Background: an optimization exercise with open tools, aiming at small area, a short achievable clock period and few clock cycles. Do not read the settings as production practice. Only simulation tests tie the RTL to the original design; equivalence was not proved. Power figures rest on the tool's default switching activity, not on a simulated workload.

==> try-tundra <==
## live_timer
module live_timer #(
    parameter integer NT = 16
) (
    input  wire        clk,
    input  wire        rst,             
    input  wire        cmd_valid,
    input  wire [1:0]  cmd_op,          
    input  wire [3:0]  cmd_slot,
    input  wire [6:0]  cmd_node,
    input  wire [7:0]  cmd_fidx,
    input  wire [31:0] cmd_tmo,
    output wire        cmd_ready,
    output wire        idle,
    output reg         alert_valid,
    output reg  [3:0]  alert_slot,
    output reg  [6:0]  alert_node,
    output reg  [7:0]  alert_fidx,
    output reg         rd_valid,
    output reg  [31:0] rd_rem
);
    localparam [1:0] OP_CONFIG = 2'd0,
                     OP_KICK   = 2'd1,
                     OP_TICK   = 2'd2,
                     OP_READ   = 2'd3;
    localparam signed [31:0] TICK_MS        = 32'sd5;
    localparam signed [31:0] BACKOFF_MIN_MS = 32'sd1000;
    reg  [NT-1:0]     slot_act;
    reg  [NT-1:0]     slot_big;
    reg  [6:0]        slot_node [0:NT-1];
    reg  [7:0]        slot_fidx [0:NT-1];
    reg  [30:0]       slot_tmo  [0:NT-1];
    reg  [31:0]       slot_rem  [0:NT-1];
  ...
==> module live_timer, before the edit <==
module live_timer #(
    parameter integer NT = 16
) (
    input  wire        clk,
    input  wire        rst,             
    input  wire        cmd_valid,
    input  wire [1:0]  cmd_op,          
    input  wire [3:0]  cmd_slot,
    input  wire [6:0]  cmd_node,
    input  wire [7:0]  cmd_fidx,
    input  wire [31:0] cmd_tmo,
    output wire        cmd_ready,
    output wire        idle,
    output reg         alert_valid,
    output reg  [3:0]  alert_slot,
    output reg  [6:0]  alert_node,
    output reg  [7:0]  alert_fidx,
    output reg         rd_valid,
    output reg  [31:0] rd_rem
);
    localparam [1:0] OP_CONFIG = 2'd0,
                     OP_KICK   = 2'd1,
                     OP_TICK   = 2'd2,
                     OP_READ   = 2'd3;
    localparam signed [31:0] TICK_MS        = 32'sd5;
    localparam signed [31:0] BACKOFF_MIN_MS = 32'sd1000;
    reg  [NT-1:0]     slot_act;
    reg  [NT-1:0]     slot_big;
    reg  [6:0]        slot_node [0:NT-1];
    reg  [7:0]        slot_fidx [0:NT-1];
    reg  [30:0]       slot_tmo  [0:NT-1];
    reg  [31:0]       slot_rem  [0:NT-1];
    reg  [NT-1:0]     pend;           
    reg               ready_q;
    reg               idle_q;
    assign cmd_ready = ready_q;
    assign idle      = idle_q;
    wire accept   = cmd_valid & ready_q;
    wire do_cfg   = accept & (cmd_op == OP_CONFIG);
    wire do_kick  = accept & (cmd_op == OP_KICK);
    wire do_tick  = accept & (cmd_op == OP_TICK);
    wire do_read  = accept & (cmd_op == OP_READ);
    wire cfg_act  = ~cmd_tmo[31] & (|cmd_tmo[30:0]);
    wire cfg_big  = ~cmd_tmo[31] & (cmd_tmo[30:0] > 31'd1000);
    wire [NT-1:0] neg;
    genvar g;
    generate
        for (g = 0; g < NT; g = g + 1) begin : g_neg
            assign neg[g] = slot_act[g] & slot_rem[g][31];
        end
    endgenerate
    wire [NT-1:0] pend_low = pend & (~pend + 1'b1);
    wire [NT-1:0] neg_low  = neg  & (~neg  + 1'b1);
    wire          pend_any = |pend;
    reg  [3:0]  p_slot, n_slot;
    reg  [6:0]  p_node, n_node;
    reg  [7:0]  p_fidx, n_fidx;
    integer i;
    always @* begin
        p_slot = 4'd0; p_node = 7'd0; p_fidx = 8'd0;
        n_slot = 4'd0; n_node = 7'd0; n_fidx = 8'd0;
        for (i = 0; i < NT; i = i + 1) begin
            if (pend_low[i]) begin
                p_slot = p_slot | i[3:0];
                p_node = p_node | slot_node[i];
                p_fidx = p_fidx | slot_fidx[i];
            end
            if (neg_low[i]) begin
                n_slot = n_slot | i[3:0];
                n_node = n_node | slot_node[i];
                n_fidx = n_fidx | slot_fidx[i];
            end
        end
    end
    wire [NT-1:0] pend_rest = pend & ~pend_low;
    wire [NT-1:0] pend_next = pend_any ? (pend_rest | (do_tick ? neg : {NT{1'b0}}))
                                       : (do_tick ? (neg & ~neg_low) : {NT{1'b0}});
    wire pend_le1 = ~|(pend_next & (pend_next - 1'b1));
    always @(posedge clk) begin
        if (rst) begin
            pend        <= {NT{1'b0}};
            ready_q     <= 1'b1;
            idle_q      <= 1'b1;
            alert_valid <= 1'b0;
            rd_valid    <= 1'b0;
        end else begin
            pend        <= pend_next;
            ready_q     <= pend_le1;
            idle_q      <= ~|pend_next;
            alert_valid <= pend_any | (do_tick & (|neg));
            if (pend_any) begin
                alert_slot <= p_slot;
                alert_node <= p_node;
                alert_fidx <= p_fidx;
            end else begin
                alert_slot <= n_slot;
                alert_node <= n_node;
                alert_fidx <= n_fidx;
            end
            rd_valid <= do_read;
            rd_rem   <= slot_rem[cmd_slot];
        end
    end
    generate
        for (g = 0; g < NT; g = g + 1) begin : g_slot
            wire        cfg   = do_cfg & (cmd_slot == g);
            wire        kick  = do_kick & slot_act[g] &
                                (slot_node[g] == cmd_node) &
                                (slot_fidx[g] == cmd_fidx);
            wire        tick  = do_tick & slot_act[g];
            wire [30:0] tmo_d = cfg ? cmd_tmo[30:0] : slot_tmo[g];
            wire [31:0] dec   = slot_rem[g] - TICK_MS;
            always @(posedge clk) begin
                if (rst) begin
                    slot_act[g] <= 1'b0;
                end else if (cfg) begin
                    slot_act[g] <= cfg_act;
                    slot_big[g] <= cfg_big;
                    slot_node[g] <= cmd_node;
                    slot_fidx[g] <= cmd_fidx;
                end
                slot_tmo[g] <= tmo_d;
                if (cfg)
                    slot_rem[g] <= {cmd_tmo[31], tmo_d};
                else if (kick || (tick && slot_rem[g][31] && slot_big[g]))
                    slot_rem[g] <= {1'b0, tmo_d};
                else if (tick && slot_rem[g][31])
                    slot_rem[g] <= BACKOFF_MIN_MS;
                else if (tick)
                    slot_rem[g] <= dec;
            end
        end
    endgenerate
endmodule
clock: 10.0 ns
lec_check: 0
cap_margin: 20
core_margin: 2
core_utilization: 40
slew_margin: 20
run.sh (not shown) runs the stock make flow with config.mk's settings and CLKGATE_MAP_FILE= SYNTH_SCRIPT=/design/flow/synth_recipe.tcl, a recipe that flattens the netlist after the stock synthesis.
==> try-amber: changes against try-tundra <==
--- a/flow/design.v
+++ b/flow/design.v
@@ -49,32 +49,25 @@
             assign neg[g] = slot_act[g] & slot_rem[g][31];
         end
     endgenerate
-    wire [NT-1:0] pend_low = pend & (~pend + 1'b1);
-    wire [NT-1:0] neg_low  = neg  & (~neg  + 1'b1);
     wire          pend_any = |pend;
-    reg  [3:0]  p_slot, n_slot;
-    reg  [6:0]  p_node, n_node;
-    reg  [7:0]  p_fidx, n_fidx;
+    wire [NT-1:0] src      = pend_any ? pend : neg;
+    wire [NT-1:0] src_low  = src & (~src + 1'b1);
+    reg  [3:0]  a_slot;
+    reg  [6:0]  a_node;
+    reg  [7:0]  a_fidx;
     integer i;
     always @* begin
-        p_slot = 4'd0; p_node = 7'd0; p_fidx = 8'd0;
-        n_slot = 4'd0; n_node = 7'd0; n_fidx = 8'd0;
-        for (i = 0; i < NT; i = i + 1) begin
-            if (pend_low[i]) begin
-                p_slot = p_slot | i[3:0];
-                p_node = p_node | slot_node[i];
-                p_fidx = p_fidx | slot_fidx[i];
+        a_slot = 4'd0; a_node = 7'd0; a_fidx = 8'd0;
+        for (i = 0; i < NT; i = i + 1)
+            if (src_low[i]) begin
+                a_slot = a_slot | i[3:0];
+                a_node = a_node | slot_node[i];
+                a_fidx = a_fidx | slot_fidx[i];
             end
-            if (neg_low[i]) begin
-                n_slot = n_slot | i[3:0];
-                n_node = n_node | slot_node[i];
-                n_fidx = n_fidx | slot_fidx[i];
-            end
-        end
     end
-    wire [NT-1:0] pend_rest = pend & ~pend_low;
-    wire [NT-1:0] pend_next = pend_any ? (pend_rest | (do_tick ? neg : {NT{1'b0}}))
-                                       : (do_tick ? (neg & ~neg_low) : {NT{1'b0}});
+    wire [NT-1:0] src_rest  = src & ~src_low;
+    wire [NT-1:0] pend_next = pend_any ? (src_rest | (do_tick ? neg : {NT{1'b0}}))
+                                       : (do_tick ? src_rest : {NT{1'b0}});
     wire pend_le1 = ~|(pend_next & (pend_next - 1'b1));
     always @(posedge clk) begin
         if (rst) begin
@@ -88,15 +81,9 @@
             ready_q     <= pend_le1;
             idle_q      <= ~|pend_next;
             alert_valid <= pend_any | (do_tick & (|neg));
-            if (pend_any) begin
-                alert_slot <= p_slot;
-                alert_node <= p_node;
-                alert_fidx <= p_fidx;
-            end else begin
-                alert_slot <= n_slot;
-                alert_node <= n_node;
-                alert_fidx <= n_fidx;
-            end
+            alert_slot  <= a_slot;
+            alert_node  <= a_node;
+            alert_fidx  <= a_fidx;
             rd_valid <= do_read;
             rd_rem   <= slot_rem[cmd_slot];
         end
@@ -109,7 +96,21 @@
                                 (slot_fidx[g] == cmd_fidx);
             wire        tick  = do_tick & slot_act[g];
             wire [30:0] tmo_d = cfg ? cmd_tmo[30:0] : slot_tmo[g];
-            wire [31:0] dec   = slot_rem[g] - TICK_MS;
+            wire        neg_g = slot_rem[g][31];
+            wire        ld    = cfg | kick | (tick & neg_g & slot_big[g]);
+            wire        s1k   = tick & neg_g & ~slot_big[g];
+            wire [32:0] bor;
+            assign bor[0] = 1'b0;
+            genvar j;
+            for (j = 0; j < 32; j = j + 1) begin : g_b
+                if (j == 0 || j == 2)
+                    assign bor[j+1] = ~slot_rem[g][j] | bor[j];
+                else
+                    assign bor[j+1] = ~slot_rem[g][j] & bor[j];
+            end
+            wire [31:0] dflip = {bor[31:1], 1'b0} ^ 32'd5;   
+            wire [31:0] x     = slot_rem[g] ^ (dflip & {32{tick}});
+            wire [31:0] rem_nx = ld ? {cfg & cmd_tmo[31], tmo_d} : s1k ? 32'd1000 : x;
             always @(posedge clk) begin
                 if (rst) begin
                     slot_act[g] <= 1'b0;
@@ -120,14 +121,7 @@
                     slot_fidx[g] <= cmd_fidx;
                 end
                 slot_tmo[g] <= tmo_d;
-                if (cfg)
-                    slot_rem[g] <= {cmd_tmo[31], tmo_d};
-                else if (kick || (tick && slot_rem[g][31] && slot_big[g]))
-                    slot_rem[g] <= {1'b0, tmo_d};
-                else if (tick && slot_rem[g][31])
-                    slot_rem[g] <= BACKOFF_MIN_MS;
-                else if (tick)
-                    slot_rem[g] <= dec;
+                slot_rem[g] <= rem_nx;
             end
         end
     endgenerate
==> flow/flow/run.sh (new file) <==
#!/bin/bash
set -euo pipefail
bash standard.sh SETUP_SLACK_MARGIN=6.8 finish > standard_flow.log 2>&1
==> flow/standard.sh (new file) <==
#!/bin/bash
# synth_recipe.tcl (not shown) runs the flow's synth.tcl, then flattens the netlist and writes it again
# the make line also repeats each setting of config.mk as NAME=value (left out here)
make -C /OpenROAD-flow-scripts/flow DESIGN_CONFIG=/design/flow/config.mk WORK_HOME=/design/flow/orfs CLKGATE_MAP_FILE= SYNTH_SCRIPT=/design/flow/synth_recipe.tcl "${@:-finish}"
removed: flow/run.sh
==> try-lagoon: changes against try-tundra <==
Settings changed: ABC_CLOCK_PERIOD_IN_PS from default to 3000, SETUP_SLACK_MARGIN from default to 5.
==> results.yml <==
placement:
  pre_cts_ws_ps: 3541
layout:
  n_clock_buffer: 220
  final_layout_size_suffix_gt1_frac: 0.3358
  fin_util: 0.5687
timing:
  fin_worst_skew_ps: 67.64
clock_tree:
  cts_made_buffers: 146
pwr:
  netSwitchingPower_mw: 3.934
outcome:
  outcome: "no timing/DRC/antenna violations"
setup_path:
  r2r-end: "slot_rem[6][29]"
floorplanning:
  core_um2: 145700
logic_synthesis:
  ys_types: 80
(the above is from try-amber)
==> results.yml <==
pwr:
  total_power_mw: 13.07
  pwr-share-clk: 0.456
  ir_drop_mv: 0.1788
outcome:
  outcome: "no timing/DRC/antenna violations"
logic_synthesis:
  ys_types: 68
  synth-seq-area-share: 0.5193
  synth_area_leaders: "edfxtp_1 (36%), dfxtp_1 (16%), nand2_1 (10%), xor2_1 (6.1%), a22oi_1 (5.6%)"
  syn_area_per_cell_um2: 9.258
floorplanning:
  core_um2: 168900
timing:
  tightest_slew_ps: 1344
  fin_worst_skew_ps: 35.72
clock_tree:
  cts_made_buffers: 157
layout:
  final_layout_size_suffix_gt1_frac: 0.07945
  fin_util: 0.4551
placement:
  pre_cts_ws_ps: 3926
setup_path:
  r2r-end: "ready_q"
(the above is from try-lagoon)
==> results.yml <==
logic_synthesis:
  ys_types: 68
  synth_compound_area_frac: 0.1599
  synthMostInstantiatedCell: "nand2_1"
timing:
  fin_worst_skew_ps: 34.25
layout:
  multi_input_area_share: 0.4024
  final_layout_size_suffix_gt1_frac: 0.07740
  inverters_excl_clock: 70
  n_clock_buffer: 227
  fin_util: 0.4545
clock_tree:
  cts_tree: "yes"
  cts_made_buffers: 157
setup_path:
  r2r-end: "ready_q"
drt:
  drtIter0Drc: 9733
floorplanning:
  core_um2: 168900
outcome:
  outcome: "no timing/DRC/antenna violations"
(the above is from try-tundra)
Testbench counts of try-tundra, summed over its fixed seeds: cycles 24,036.
Testbench counts of try-amber, summed over its fixed seeds: cycles 24,036.
Testbench counts of try-lagoon, summed over its fixed seeds: cycles 24,036.

==> re-timing with driven ports <==
Ports are ideal in the flow. The routed layouts listed here were re-timed in OpenROAD.
Step 1, drivers: a clkbuf_16 drives clk and a buf_2 each remaining input, both assumed.
Step 2 also shifts input and output timing later by t, the mid clock arrival at the registers, as if the neighbouring blocks saw the same clock.
Three values: ideal, step 1, step 2; two values: the first two.
run	t (ns)	slack for setup (ns)	hold slack, ns	worst setup path after step 2
try-tundra	0.909	4.627 / 4.685 / 3.776	0.441 / 0.441 / 0.441	input to register
try-amber	0.872	5.343 / 5.388 / 4.516	0.454 / 0.454 / 0.454	input to register
try-lagoon	0.907	4.804 / 4.766 / 3.859	0.443 / 0.443 / 0.443	input to register
After both steps every run listed still meets setup and hold. For try-lagoon, which loses most, drivers alone change the setup slack by -0.038 ns; drivers and shift together by -0.945 ns.
